This is an optimization exercise on Yosys and OpenROAD, whose aim is small area, not a production implementation.
In this exercise RTL edits were held to simulation tests only and were not proved equivalent to the original.
Power figures rest on the tool's default switching activity, not on a simulated workload.

--- design/flow/run.sh ---
#!/bin/bash
# synth_recipe.tcl (not shown) runs the flow's synth.tcl, then flattens the netlist and writes it again
# the make line also repeats each setting of config.mk as NAME=value (left out here)
make -C /OpenROAD-flow-scripts/flow DESIGN_CONFIG=/design/flow/config.mk WORK_HOME=/design/flow/orfs CLKGATE_MAP_FILE= SYNTH_SCRIPT=/design/flow/synth_recipe.tcl finish
--- design/flow/config.mk ---
export PLATFORM = sky130hd
export DESIGN_NAME = zc_dimmer
export DESIGN_NICKNAME = zc_dimmer
export VERILOG_FILES = /design/flow/design.v
export SDC_FILE = /design/flow/constraint.sdc
export NUM_CORES = 4
export LEC_CHECK = 0
export CAP_MARGIN = 20
export CORE_MARGIN = 2
export CORE_UTILIZATION = 70
export CTS_BUF_LIST = sky130_fd_sc_hd__clkbuf_4
export PLACE_DENSITY = 0.85
export SLEW_MARGIN = 20
--- design/flow/constraint.sdc ---
create_clock -name core_clock -period 40.0 [get_ports {clk}]
set_input_delay 8.0000 -clock core_clock [delete_from_list [all_inputs] [get_ports {clk}]]
set_output_delay 8.0000 -clock core_clock [all_outputs]
set_load 0.01 [all_outputs]
--- design/flow/design.v ---
module zc_dimmer (
    input  wire        clk,
    input  wire        rst,
    input  wire        zc_in,
    input  wire        en_in,
    input  wire        dim_in,
    input  wire        cmd_valid,
    input  wire [19:0] cmd_word,
    output reg         gate_out,
    output reg         status_out,
    output wire        cmd_ready,
    output reg  [15:0] rsp
);
    reg        zc_meta, zc_sync, zc_prev;
    reg        en_meta, en_sync, dim_meta, dim_sync;
    reg        zc_pend;
    reg        irq_mask;
    reg [13:0] tmr;         
    reg [7:0]  zc_count;
    reg [13:0] dly;         
    reg        dly_skip;    
    reg [7:0]  ramp_cur;    
    reg [7:0]  ramp_tgt;    
    wire idle     = ~(gate_out | status_out);
    wire edge_det = zc_sync & ~zc_prev;
    wire dispatch = idle & zc_pend & ~irq_mask;
    assign cmd_ready = ~rst & idle & ~dispatch;
    wire accept = cmd_valid & cmd_ready;
    wire [3:0]  op  = cmd_word[19:16];
    wire [15:0] arg = cmd_word[15:0];
    function [26:0] radd; input [25:0] a; input [25:0] b; input cin;
        integer i; reg c; begin c = cin;
        for (i=0;i<26;i=i+1) begin radd[i] = a[i]^b[i]^c; c = (a[i]&b[i])|(a[i]&c)|(b[i]&c); end
        radd[26] = c; end endfunction
    wire tmr_one  = (tmr == 14'h3FFE);
    wire dly_zero = ~|dly;
    wire wait_end = status_out & tmr_one;
    wire gate_end = gate_out & tmr_one;
    reg  [13:0] tmr_next;
    integer ti; reg tc;
    always @(*) begin
        tc = 1'b1;
        for (ti = 0; ti < 14; ti = ti + 1) begin
            tmr_next[ti] = idle ? ~dly[ti] : (tmr[ti] ^ tc);
            tc = tc & tmr[ti];
        end
        tmr_next[1] = tmr_next[1] & ~(idle ? dly_zero : wait_end);
        tmr_next[3] = tmr_next[3] & ~(idle ? dly_zero : wait_end);
    end
    wire cnt_inc = (dispatch & dly_skip) | gate_end;
    wire [7:0] cnt_next = zc_count + {7'd0, ~&zc_count};
    function cy8; input [7:0] a; input [7:0] b; input cin;
        integer i; reg c; begin c = cin;
        for (i=0;i<8;i=i+1) c = (a[i]&b[i])|(a[i]&c)|(b[i]&c);
        cy8 = c; end endfunction
    wire        dn    = cy8(ramp_cur, ~ramp_tgt, 1'b1);
    wire [26:0] rs    = radd({18'b0, ramp_cur}, {18'b0, arg[7:0] ^ {8{dn}}}, dn);
    wire        ge    = cy8(rs[7:0] ^ {8{dn}}, ~(ramp_tgt ^ {8{dn}}), 1'b1);
    wire        reach = (|arg[15:8]) | (rs[8] ^ dn) | ge;
    wire [7:0]  ramp_next = reach ? ramp_tgt : rs[7:0];
    wire [7:0]  tgt_clamped = arg[15] ? 8'd0 : ((|arg[14:8]) | (arg[7:0] > 8'd200)) ? 8'd200 : arg[7:0];
    wire [7:0]  rx  = ramp_cur;
    wire [26:0] rx5 = radd({18'b0,rx}, {16'b0,rx,2'b0}, 1'b0);
    wire [26:0] ry  = radd({15'b0,rx5[10:0],3'b0}, {18'b0,rx}, 1'b0);
    wire [5:0]  rh  = ry[13:8] + (ry[7:0] >= 8'd10);
    wire [26:0] rr  = radd({10'b0,ry[13:0],2'b0}, ~{20'b0,rh}, 1'b1);
    wire [15:0] rel_val = rr[15:0];
    wire [14:0] lvl = arg[14:0] | {15{arg[15]}};
    wire [26:0] n9  = radd({11'b0,lvl}, {8'b0,lvl,3'b0}, 1'b0);
    wire [26:0] n23 = radd({6'b0,lvl,5'b0}, ~{7'b0,n9[18:0]}, 1'b1);
    wire [26:0] cq  = radd({n9[18:0],7'b0}, {5'b0,n23[20:0]}, 1'b0);
    wire [26:0] cp  = radd(cq[25:0], 26'd1230848, 1'b0);
    wire [13:0] calc_res = cp[25:12];
    always @(*) begin
        rsp = 16'd0;
        if (accept) begin
            case (op)
                4'h3: rsp = {8'd0, zc_count};
                4'h7: rsp = rel_val;
                4'h8: rsp = {2'b0, calc_res};
                4'h9: rsp = {14'd0, dim_sync, en_sync};
                default: rsp = 16'd0;
            endcase
        end
    end
    always @(posedge clk) begin
        tmr <= tmr_next;
        if (accept && op == 4'h4) dly <= arg[13:0];
        if (rst) begin
            zc_meta    <= 1'b1;
            zc_sync    <= 1'b1;
            zc_prev    <= 1'b1;
            en_meta    <= 1'b0;
            en_sync    <= 1'b0;
            dim_meta   <= 1'b0;
            dim_sync   <= 1'b0;
            zc_pend    <= 1'b0;
            irq_mask   <= 1'b1;
            gate_out   <= 1'b0;
            status_out <= 1'b0;
            zc_count   <= 8'd0;
            dly_skip   <= 1'b1;
            ramp_cur   <= 8'd0;
            ramp_tgt   <= 8'd0;
        end else begin
            zc_meta  <= zc_in;
            zc_sync  <= zc_meta;
            zc_prev  <= zc_sync;
            en_meta  <= en_in;
            en_sync  <= en_meta;
            dim_meta <= dim_in;
            dim_sync <= dim_meta;
            zc_pend <= (zc_pend & ~dispatch) | edge_det;
            status_out <= (dispatch & ~dly_skip & ~dly_zero) | (status_out & ~tmr_one);
            gate_out   <= (dispatch & ~dly_skip & dly_zero) | wait_end | (gate_out & ~tmr_one);
            if (accept && op == 4'h3) zc_count <= 8'd0;
            else if (cnt_inc) zc_count <= cnt_next;
            if (accept) begin
                case (op)
                    4'h1: irq_mask <= 1'b1;
                    4'h2: irq_mask <= 1'b0;
                    4'h4: dly_skip <= (arg >= 16'd9000);
                    4'h5: ramp_tgt <= tgt_clamped;
                    4'h6: ramp_cur <= ramp_next;
                    default: ;
                endcase
            end
        end
    end
endmodule
==> results of run 1 <==
[where the power goes]
| part | internal, mW | switching (mW) | total, mW |
|---|---|---|---|
| Sequential | 0.0665 | 0.000481 | 0.0670 |
| Clock | 0.0248 | 0.0248 | 0.0497 |
| Combinational | 0.0400 | 0.0505 | 0.0905 |
[metrics by stage]
stage / hold slack [ns] / power, mW / cells / worst slack [ns]
global placement: 0.405 / 0.153 / 732 / 13.32
finish: 0.444 / 0.207 / 748 / 12.75
floorplan: 0.389 / 0.125 / 603 / 14.53
detailed placement: 0.415 / 0.156 / 732 / 12.83
CTS: 0.446 / 0.207 / 748 / 12.84
global route: 0.459 / 0.223 / 748 / 12.30
[worst paths after layout]
check / startpoint / endpoint / slack, ns / depth (start not counted)
setup / recovery: cmd_word[15] / rsp[13] / 12.75 / 38
hold reg to reg: zc_meta / zc_sync / 0.44 / 1
hold / removal: zc_meta / zc_sync / 0.44 / 1
setup reg to reg: ramp_cur[2] / ramp_cur[6] / 33.65 / 20
[per-layer routing]
metal  GRT usage  up-vias
met5           0        -
met4       0.100        0
met3      0.0700       30
met2       0.557      187
met1       0.397     2152
li1            -     2113
[registers in the layout (all words and copies together) (netlist names)]
register	flops
zc_pend	1
gate_out	1
dly	14
dim_meta	1
irq_mask	1
zc_meta	1
dly_skip	1
en_sync	1
zc_prev	1
tmr	14
en_meta	1
zc_count	8
ramp_cur	8
status_out	1
dim_sync	1
zc_sync	1
ramp_tgt	8
[worst max-delay path: cells and delay by family]
family	cells	cell delay, ns
XOR/XNOR	1	0.11
AO/OA/AOI/OAI	5	0.64
buffers and inverters	7	1.70
adder cells (fa/ha/maj)	23	8.15
AND/OR/NAND/NOR	2	0.64
[layout by cell type (no fill, tap or decap), types with 3 or more instances in the layout]
cell type | netlist | layout
clkbuf_4 | 0 | 9
inv_1 | 80 | 80
o211ai_1 | 4 | 4
or2_2 | 14 | 14
a22oi_1 | 7 | 7
nand2b_1 | 7 | 7
nor3_1 | 12 | 12
nand4_1 | 6 | 6
o22ai_1 | 3 | 3
dfxtp_1 | 50 | 50
edfxtp_1 | 14 | 14
clkdlybuf4s50_1 | 0 | 44
xor2_1 | 9 | 9
ha_1 | 55 | 55
o21ai_0 | 25 | 25
buf_4 | 0 | 3
mux2i_1 | 10 | 10
o31ai_1 | 4 | 4
nor2b_1 | 14 | 14
nand3_1 | 7 | 7
a21o_1 | 3 | 3
a31oi_1 | 6 | 6
a221oi_1 | 4 | 4
fa_1 | 50 | 50
maj3_1 | 5 | 5
nor4_1 | 7 | 6
or3_1 | 4 | 4
nand2_1 | 29 | 29
nor2_1 | 71 | 71
a21oi_1 | 24 | 24
a211oi_1 | 8 | 8
xnor2_1 | 19 | 19
[area by class of cell]
class                           count  area, um^2
Clock buffer                        9        67.6
Clock inverter                      7        86.3
Fill cell                         516        1510
Inverter                           80         300
Multi-Input combinational cell    439        3710
Sequential cell                    64        1420
Tap cell                          102         128
Timing Repair Buffer               47         463
[cell families (layout without fill, tap and decap cells)]
family                     Yosys count  after routing  synth area share
and+or+nand+nor                    182            182             0.160
adders and majority gates          110            110             0.316
AOI/OAI and AO/OA                  106            106             0.124
buffers and inverters              100            143            0.0700
DFF                                 64             64             0.258
xor gates and xnor gates            29             29            0.0475
muxes                               12             12            0.0243
==> results.tsv, run 1 <==
stage	metric	value	unit
status	outcome	no timing/DRC/antenna violations	
yosys	syn_inst	603	
clock_tree	cts_tree	yes	
timing	setup-violations-final	0	
timing	report.final.slew_viol_count	0	
placement	port-buffer-count	44	
yosys	synthFlopType	dfxtp_1	
worst_setup_path	cpMaxStageDelayCell	clkdlybuf4s50_1	
yosys	synth.yosys.seq_area_share	0.258	
drt	wl_met1	5150	um
drt	top_layer	met4	
die	coreArea	0.00769	mm^2
clock_tree	holdBufCountCts	0	
clock_tree	post-cts-setup-buffers	0	
clock_tree	cts-root-buf	clkbuf_4	
timing	worst_pin_slew	1.02	ns
yosys	async_flop_share	0	
yosys	synth_cell_type_count	57	
yosys	yosys_warnings	1	
clock_tree	insertion_delay	0.41	ns
final_layout	layout.nets	772	
worst_setup_path	cp.arrival	19.25	ns
global_route	grt_pass1_wl	21400	um
drt	drtIter0Drc	305	
die	io_pins	45	
drt	drtAntennaViolNets	0	
drt	avgViaCountPerCell	5.99	
clock_tree	cts_buffer_depth	2	
drt	wirelength	12800	um
worst_setup_path	worst-endpoint-required	32.00	ns
worst_setup_path	crit_path_start_kind	input port	
clock_tree	clk_pin_slew_worst_paths	0.11	ns
clock_tree	clock_sinks	64	
clock_tree	h-tree-depth	3	
pwr	power_density	33.6	mW/mm^2
placement	post_dp_cell_area	0.00602	mm^2
timing	rsz0062_at_grt	no	
worst_setup_path	cpMostUsedCell	fa_1	
yosys	synth_top_area_frac	0.182	
worst_setup_path	critPathMaxFanout	25	
worst_setup_path	slowest_delay	0.79	ns
yosys	synth-seq-cells	64	
worst_hold_path	hold_path.class	flop to flop	
final_layout	antennaDiodeCount	0	
drt	drc	0	
timing	fmax	36.7	MHz
final_layout	area_growth	12.1	%
drt	drt_first_pass_iters	5	
global_route	grt_max_degree	31	
final_layout	drive_gt1_frac	0.0573	
yosys	yosys-top-cells-count	inv_1 (80), nor2_1 (71), ha_1 (55)	
pwr	p_leak	2.48	nW
global_route	grt_pass1_vias	4601	
timing	finalSetupTns	0	ns
timing	max_slew_margin	0.318	
timing	finalCriticalPeriod	27.25	ns
global_route	grt_usage	0.319	
yosys	netlist_area	0.00551	mm^2
yosys	synth_area_leaders	dfxtp_1 (18%), fa_1 (18%), ha_1 (12%), edfxtp_1 (7.6%), inv_1 (5.5%)	
final_layout	final_util	0.803	
die	die_area	0.00859	mm^2
clock_tree	cts_buffers	9	
timing	finalCritPeriodShare	0.681	
die	dieHeight	92.7	um
drt	wl_met3	1020	um
final_layout	design_area	0.00617	mm^2
worst_setup_path	critical_path_class	input port to primary output	
drt	wl_met2	6370	um
timing	fin_worst_skew	0.0144	ns
drt	routedWlPerCell	17.1	um
timing	hold_violations	0	
die	num_rows	32	
drt	num_vias	4482	
global_route	antenna_found_initial	0	
placement	gp_routability_congestion	0.927	
die	initial_core_util	0.716	
yosys	yosysMostFrequentCell	inv_1	
flow_run	drv_cap	0	
clock_tree	cts-resized-gates	0	
yosys	synth_edf_count	14	
die	die_x	92.7	um
yosys	avgSynthCellArea	9.13	um^2
pwr	vdd_drop_max	0.0249	mV
yosys	synth.largest_area_cell	dfxtp_1	
global_route	gr-total-overflow	0	
worst_setup_path	crit_path_end_kind	primary output	
placement	dp_hpwl	10200	um
==> run 2, diff against run 1 <==
==> design/flow/flow/run.sh (new file) <==
#!/bin/bash
# Standard layout, with the smallest buffer on the ports, the ABC buffers
# removed and non-critical gates downsized. Full tool output goes to standard.log.
bash standard.sh \
  BUFFER_PORTS_ARGS="-buffer_cell sky130_fd_sc_hd__buf_1" \
  REMOVE_ABC_BUFFERS=1 \
  RECOVER_POWER=100 \
  finish > standard.log 2>&1
==> design/flow/standard.sh (new file) <==
#!/bin/bash
# synth_recipe.tcl (not shown) runs the flow's synth.tcl, then flattens the netlist and writes it again
# the make line also repeats each setting of config.mk as NAME=value (left out here)
make -C /OpenROAD-flow-scripts/flow DESIGN_CONFIG=/design/flow/config.mk WORK_HOME=/design/flow/orfs CLKGATE_MAP_FILE= SYNTH_SCRIPT=/design/flow/synth_recipe.tcl "${@:-finish}"
removed: design/flow/run.sh
==> results.tsv, run 2 <==
stage	metric	value	unit	change
die	num_rows	32		unchanged
final_layout	reg.largest.list	dly (14), tmr (14)		unchanged
clock_tree	clock_sinks	64		unchanged
yosys	synth_top_area_frac	0.182		unchanged
clock_tree	cts-root-buf	clkbuf_4		unchanged
global_route	gr-total-overflow	0		unchanged
worst_setup_path	cp.buffers_inverters	7		unchanged
yosys	syn_inst	603		unchanged
clock_tree	insertion_delay	0.40	ns	was 0.41 ns
yosys	synth_cell_type_count	57		unchanged
pwr	vdd_drop_max	0.0253	mV	was 0.0249 mV
final_layout	antennaDiodeCount	0		unchanged
timing	hold-worst-slack	0.423	ns	was 0.444 ns
die	coreArea	0.00769	mm^2	unchanged
global_route	antenna_found_initial	0		unchanged
timing	hold_violations	0		unchanged
yosys	synth.yosys.seq_area_share	0.258		unchanged
yosys	yosysMostFrequentCell	inv_1		unchanged
timing	worst_pin_slew	1.40	ns	was 1.02 ns
timing	fin_worst_skew	0.0136	ns	was 0.0144 ns
timing	max_slew_margin	0.0644		was 0.318
flow_run	drv_cap	0		unchanged
final_layout	layout_common_cells	inv_1 (80), nor2_1 (71), ha_1 (55), fa_1 (50), dfxtp_1 (50)		unchanged
clock_tree	h-tree-depth	3		unchanged
timing	finalCritPeriodShare	0.654		was 0.681
final_layout	final_common_cell	inv_1		unchanged
clock_tree	clk_pin_slew_worst_paths	0.11	ns	about the same
yosys	synth_edf_count	14		unchanged
timing	rsz0062_at_grt	no		unchanged
die	io_pins	45		unchanged
placement	gp_routability_congestion	0.906		was 0.927
die	die_x	92.7	um	unchanged
drt	drc	0		unchanged
worst_setup_path	crit_path_start_kind	input port		unchanged
placement	port-buffer-count	44		unchanged
final_layout	layout.nets	772		unchanged
clock_tree	post-cts-setup-buffers	0		unchanged
die	dieHeight	92.7	um	unchanged
drt	drtAntennaViolNets	0		unchanged
pwr	p_leak	2.34	nW	was 2.48 nW
final_layout	final_util	0.762		was 0.803
placement	dp_hpwl	10100	um	was 10200 um
die	die_area	0.00859	mm^2	unchanged
worst_setup_path	critPathMaxFanout	25		unchanged
drt	routedWlPerCell	16.8	um	was 17.1 um
placement	post-place-ws	13.86	ns	was 12.83 ns
timing	finalCriticalPeriod	26.16	ns	was 27.25 ns
global_route	grt_pass1_wl	20900	um	was 21400 um
yosys	synth.largest_area_cell	dfxtp_1		unchanged
worst_setup_path	slowest_delay	0.52	ns	was 0.79 ns
worst_setup_path	cpMostUsedCell	fa_1		unchanged
worst_hold_path	hold_path.class	flop to flop		unchanged
yosys	avgSynthCellArea	9.13	um^2	unchanged
yosys	netlist_area	0.00551	mm^2	unchanged
yosys	synthFlopType	dfxtp_1		unchanged
timing	report.final.slew_viol_count	0		unchanged
worst_setup_path	cp.arrival	18.16	ns	was 19.25 ns
timing	fmax	38.2	MHz	was 36.7 MHz
yosys	async_flop_share	0		unchanged
yosys	yosys_warnings	1		unchanged
final_layout	regArea	0.00142	mm^2	unchanged
timing	setup-violations-final	0		unchanged
final_layout	area_growth	6.29	%	was 12.1%
clock_tree	cts-resized-gates	0		unchanged
clock_tree	cts_buffer_depth	2		unchanged
yosys	synth_area_leaders	dfxtp_1 (18%), fa_1 (18%), ha_1 (12%), edfxtp_1 (7.6%), inv_1 (5.5%)		unchanged
global_route	grt_max_degree	31		unchanged
final_layout	drive_gt1_frac	0.0526		was 0.0573
timing	finalSetupTns	0	ns	unchanged
yosys	yosys-top-cells-count	inv_1 (80), nor2_1 (71), ha_1 (55)		unchanged
die	initial_core_util	0.716		unchanged
pwr	power	0.192	mW	was 0.207 mW
status	outcome	no timing/DRC/antenna violations		unchanged
worst_setup_path	worst-endpoint-required	32.00	ns	about the same
pwr	power_density	32.8	mW/mm^2	was 33.6 mW/mm^2
drt	drt_first_pass_iters	7		was 5
worst_setup_path	crit_path_end_kind	primary output		unchanged
yosys	synth-seq-cells	64		unchanged
drt	drtIter0Drc	359		was 305
clock_tree	holdBufCountCts	0		unchanged
drt	wirelength	12500	um	was 12800 um
worst_setup_path	critical_path_class	input port to primary output		unchanged
final_layout	multi_input_area	0.00369	mm^2	was 0.00371 mm^2
global_route	grt_pass1_vias	4426		was 4601
final_layout	final.fill_count	561		was 516
worst_setup_path	cpMaxStageDelayCell	fa_1		was clkdlybuf4s50_1
drt	avgViaCountPerCell	5.95		was 5.99
worst_setup_path	critPathTopFamily	adder cells		unchanged
global_route	grt_usage	0.312		was 0.319
clock_tree	cts_tree	yes		unchanged
timing	setup_slack	13.84	ns	was 12.75 ns
drt	num_vias	4451		was 4482
clock_tree	cts_buffers	9		unchanged
==> run 2: cell count changes in the layout (fill, tap and decap cells not counted), moves of 2 or more <==
cell / previous run / this run
clkdlybuf4s50_1: 44 / 0
buf_1: 0 / 35
clkbuf_1: 0 / 11
buf_4: 3 / 1
clkinv_1: 2 / 0
==> run 2: per-layer routing <==
layer,vias up,track usage,share of wire
met5,-,0,0
met2,186,0.527,0.49
met1,2105,0.418,0.42
met4,0,0.0993,0.029
met3,40,0.0464,0.061
li1,2120,-,-
==> run 2: layout make-up <==
| type | instances | area share |
|---|---|---|
| clock buffer | 10 | 0.0128 |
| clock inverter | 6 | 0.0105 |
| inverter | 80 | 0.0513 |
| multi-input combinational | 439 | 0.630 |
| sequential | 64 | 0.243 |
| tap | 102 | 0.0218 |
| timing repair buffer | 47 | 0.0308 |
==> run 2: worst paths after layout <==
check                                   from           to  slack [ns]  cells past startpoint
worst max-delay path            cmd_word[15]      rsp[13]       13.84                     38
worst min-delay path                 zc_meta      zc_sync        0.42                      1
worst max register to register   ramp_cur[2]  ramp_cur[4]       32.96                     20
worst min register to register       zc_meta      zc_sync        0.42                      1
==> run 2: kinds of logic after synthesis <==
logic type               after synthesis  share of synthesized area
multiplexers                          12                     0.0243
AO/OA/AOI/OAI                        106                      0.124
AND/OR/NAND/NOR                      182                      0.160
XOR/XNOR                              29                     0.0475
buffers and inverters                100                     0.0700
flip-flops                            64                      0.258
adder cells (fa/ha/maj)              110                      0.316
==> run 2: power breakdown <==
group | switching (mW) | internal [mW] | total (mW)
Clock | 0.0246 | 0.0196 | 0.0442
Combinational | 0.0455 | 0.0355 | 0.0810
Sequential | 0.000480 | 0.0665 | 0.0670
Total | 0.0706 | 0.122 | 0.192
==> run 2: metrics by stage <==
step,instances,cell area (um^2)
after global routing,748,5850
after global placement,732,5740
final,748,5850
after CTS,748,5880
after detailed placement,732,5740
after floorplan,583,5420
==> run 3, diff against run 2 <==
==> design/flow/flow/run.sh (replaced) <==
#!/bin/bash
# Standard layout, with the smallest buffer on the ports, the ABC buffers
# removed, non-critical gates downsized and no CTS dummy loads.
# Full tool output goes to standard.log.
bash standard.sh \
  BUFFER_PORTS_ARGS="-buffer_cell sky130_fd_sc_hd__buf_1" \
  REMOVE_ABC_BUFFERS=1 \
  RECOVER_POWER=100 \
  CTS_ARGS="-sink_clustering_enable -repair_clock_nets -buf_list sky130_fd_sc_hd__clkbuf_4 -dont_use_dummy_load" \
  finish > standard.log 2>&1
--- a/design/flow/config.mk
+++ b/design/flow/config.mk
@@ -8,6 +8,6 @@
 export CAP_MARGIN = 20
 export CORE_MARGIN = 2
-export CORE_UTILIZATION = 70
+export CORE_UTILIZATION = 85
 export CTS_BUF_LIST = sky130_fd_sc_hd__clkbuf_4
-export PLACE_DENSITY = 0.85
+export PLACE_DENSITY = 0.92
 export SLEW_MARGIN = 20
==> results.tsv, run 3 <==
stage	metric	value	unit	change
timing	hold_violations	0		unchanged
yosys	synth_edf_count	14		unchanged
timing	finalSetupTns	0	ns	unchanged
drt	num_vias	4734		was 4451
final_layout	final.fill_count	278		was 561
pwr	switching_power	0.0722	mW	was 0.0706 mW
yosys	synthSimpleGateAreaFrac	0.160		unchanged
global_route	grt_usage	0.426		was 0.312
drt	drc	0		unchanged
yosys	synth.yosys.seq_area_share	0.258		unchanged
final_layout	antennaDiodeCount	0		unchanged
die	dieHeight	84.5	um	was 92.7 um
placement	gp_routability_congestion	0.979		was 0.906
timing	setup-violations-final	0		unchanged
clock_tree	h-tree-depth	3		unchanged
yosys	synth_compound_area_frac	0.124		unchanged
yosys	synth_cell_type_count	57		unchanged
yosys	synth.mux.area_fraction	0.0243		unchanged
worst_setup_path	critPathMaxFanout	25		unchanged
yosys	synth_top_family_by_area	adder cells		unchanged
worst_hold_path	hold_path.class	flop to flop		unchanged
timing	max_slew_margin	0.0675		was 0.0644
drt	routedWlPerCell	20.0	um	was 16.8 um
timing	setup_slack	13.73	ns	was 13.84 ns
timing	fmax	38.1	MHz	was 38.2 MHz
clock_tree	clock_sinks	64		unchanged
pwr	power_density	32.4	mW/mm^2	was 32.8 mW/mm^2
yosys	syn_inst	603		unchanged
pwr	p_int	0.114	mW	was 0.122 mW
clock_tree	holdBufCountCts	0		unchanged
yosys	netlist_area	0.00551	mm^2	unchanged
clock_tree	insertion_delay	0.42	ns	was 0.40 ns
placement	post-place-ws	13.82	ns	was 13.86 ns
pwr	pwr-share-seq	0.360		was 0.349
pwr	p_comb_frac	0.467		was 0.421
worst_setup_path	cpMaxStageDelayCell	fa_1		unchanged
drt	wirelength	14300	um	was 12500 um
drt	avgViaCountPerCell	6.61		was 5.95
pwr	clkPwrFrac	0.173		was 0.230
worst_setup_path	slowest_delay	0.51	ns	was 0.52 ns
final_layout	area_growth	4.48	%	was 6.29%
yosys	synth.largest_area_cell	dfxtp_1		unchanged
die	io_pins	45		unchanged
pwr	p_sw_frac	0.388		was 0.367
global_route	gr-total-overflow	0		unchanged
yosys	yosys-top-cells-count	inv_1 (80), nor2_1 (71), ha_1 (55)		unchanged
clock_tree	clk_pin_slew_worst_paths	0.12	ns	was 0.11 ns
clock_tree	post-cts-setup-buffers	0		unchanged
clock_tree	cts-root-buf	clkbuf_4		unchanged
yosys	avgSynthCellArea	9.13	um^2	unchanged
yosys	async_flop_share	0		unchanged
yosys	synthAdderAreaFrac	0.316		unchanged
yosys	synthFlopType	dfxtp_1		unchanged
worst_setup_path	r2r_cells	19		was 20
final_layout	reg.largest.list	dly (14), tmr (14)		unchanged
placement	dp_hpwl	11100	um	was 10100 um
pwr	vdd_drop_max	0.0505	mV	was 0.0253 mV
timing	finalCriticalPeriod	26.27	ns	was 26.16 ns
status	outcome	no timing/DRC/antenna violations		unchanged
timing	fin_worst_skew	0.0333	ns	was 0.0136 ns
yosys	synth_top_area_frac	0.182		unchanged
yosys	synth-seq-cells	64		unchanged
global_route	grt_max_degree	31		unchanged
worst_setup_path	critical_path_class	input port to primary output		unchanged
clock_tree	cts_buffers	9		unchanged
clock_tree	cts-resized-gates	0		unchanged
pwr	p_leak	2.31	nW	was 2.34 nW
timing	worst_pin_slew	1.40	ns	about the same
placement	post_dp_cell_area	0.00571	mm^2	was 0.00574 mm^2
final_layout	drive_gt1_frac	0.0423		was 0.0526
global_route	grt_pass1_wl	23500	um	was 20900 um
clock_tree	cts_buffer_depth	2		unchanged
timing	finalCritPeriodShare	0.657		was 0.654
die	num_rows	29		was 32
drt	drtIter0Drc	561		was 359
flow_run	drv_cap	0		unchanged
global_route	antenna_found_initial	0		unchanged
die	die_x	84.5	um	was 92.7 um
clock_tree	cts_tree	yes		unchanged
final_layout	final_common_cell	inv_1		unchanged
final_layout	design_area	0.00575	mm^2	was 0.00585 mm^2
yosys	yosys_warnings	1		unchanged
worst_setup_path	cpMostUsedCell	fa_1		unchanged
final_layout	layout.nets	772		unchanged
yosys	yosysMostFrequentCell	inv_1		unchanged
worst_setup_path	worst-endpoint-required	32.00	ns	about the same
timing	rsz0062_at_grt	no		unchanged
die	die_area	0.00714	mm^2	was 0.00859 mm^2
placement	port-buffer-count	44		unchanged
yosys	synth_area_leaders	dfxtp_1 (18%), fa_1 (18%), ha_1 (12%), edfxtp_1 (7.6%), inv_1 (5.5%)		unchanged
yosys	synthXorXnorAreaFrac	0.0475		unchanged
worst_setup_path	cp.arrival	18.27	ns	was 18.16 ns
timing	report.final.slew_viol_count	0		unchanged
die	coreArea	0.00631	mm^2	was 0.00769 mm^2
drt	drt_first_pass_iters	6		was 7
die	initial_core_util	0.872		was 0.716
worst_hold_path	hold_path_depth	1		unchanged
final_layout	layout_common_cells	inv_1 (80), nor2_1 (71), ha_1 (55), fa_1 (50), dfxtp_1 (50)		unchanged
pwr	power	0.186	mW	was 0.192 mW
global_route	grt_pass1_vias	4904		was 4426
worst_setup_path	crit_path_start_kind	input port		unchanged
drt	drtAntennaViolNets	0		unchanged
worst_setup_path	crit_path_end_kind	primary output		unchanged
[run 3: cell counts after synthesis]
No cell type changed its count.
[run 3: area by class of cell]
class / instances / area, um^2 / area share
repair buffers: 47 / 180 / 0.0313
well taps: 77 / 96.3 / 0.0167
multi-input cells: 439 / 3690 / 0.641
clock buffers: 9 / 67.6 / 0.0117
inverters: 80 / 300 / 0.0522
flip-flops and latches: 64 / 1420 / 0.247
[run 3: through the flow]
| step | hold slack, ns | instances | util |
|---|---|---|---|
| 6_report | 0.443 | 716 | 0.911 |
| 5_1_grt | 0.463 | 716 | 0.911 |
| 4_1_cts | 0.427 | 716 | 0.916 |
| 3_5_place_dp | 0.425 | 707 | 0.905 |
| 3_3_place_gp | 0.397 | 707 | 0.905 |
| 2_1_floorplan | 0.389 | 583 | - |
[run 3: worst paths after layout]
check                                  start     endpoint  slack [ns]
worst max-delay path            cmd_word[15]      rsp[13]       13.73
worst min-delay path                  dly[6]       tmr[6]        0.44
worst max register to register   ramp_cur[2]  ramp_cur[2]       32.78
worst min register to register        dly[6]       tmr[6]        0.44
[run 3: logic make-up (layout without fill, tap and decap cells)]
logic type | count (synthesis) | after routing
xor+xnor | 29 | 29
flops | 64 | 64
compound gates | 106 | 106
buf+inv | 100 | 136
fa+ha+maj | 110 | 110
simple gates | 182 | 182
mux | 12 | 12
[run 3: power by group through the flow]
stage | sequential [mW] | clock, mW | combinational (mW)
floorplan | 0.0683 | 0 | 0.0558
global placement | 0.0684 | 0 | 0.0764
detailed placement | 0.0685 | 0 | 0.0841
CTS | 0.0670 | 0.0314 | 0.0851
global route | 0.0671 | 0.0335 | 0.0974
finish | 0.0671 | 0.0322 | 0.0870
[run 3: critical path, delay by kind of cell]
kind            cells  cell delay (ns)
buf+inv             7             0.86
xor+xnor            1             0.12
simple gates        2             0.62
compound gates      5             0.60
fa+ha+maj          23             8.03
[run 3: layer usage]
| layer | vias up | GRT usage | routed length [um] |
|---|---|---|---|
| met5 | - | 0 | 0 |
| met4 | 0 | 0.196 | 624 |
| met3 | 83 | 0.115 | 1440 |
| met2 | 316 | 0.710 | 7100 |
| met1 | 2228 | 0.517 | 5160 |
| li1 | 2107 | - | - |

static timing again, ports no longer ideal:
Ports are ideal in the flow. The routed layouts listed here were re-timed in OpenROAD. Step 1 assumes that a clkbuf_16 drives the clock port and a buf_2 every other input. Step 2 adds t to the input delays and takes it off the output delays; t is the mean of the earliest and latest rising clock arrival at the registers after step 1. Input paths then give back, and output paths get back, about the clock's delay inside the block. Three values: ideal, step 1, step 2; two values: the first two.
run | t (ns) | slack for setup (ns) | worst setup path after step 2
run 1 | 0.437 | 12.749 / 12.725 / 12.725 | input to output
run 2 | 0.419 | 13.843 / 13.823 / 13.823 | input to output
run 3 | 0.438 | 13.730 / 13.706 / 13.706 | input to output
After both steps every run listed still meets setup and hold.
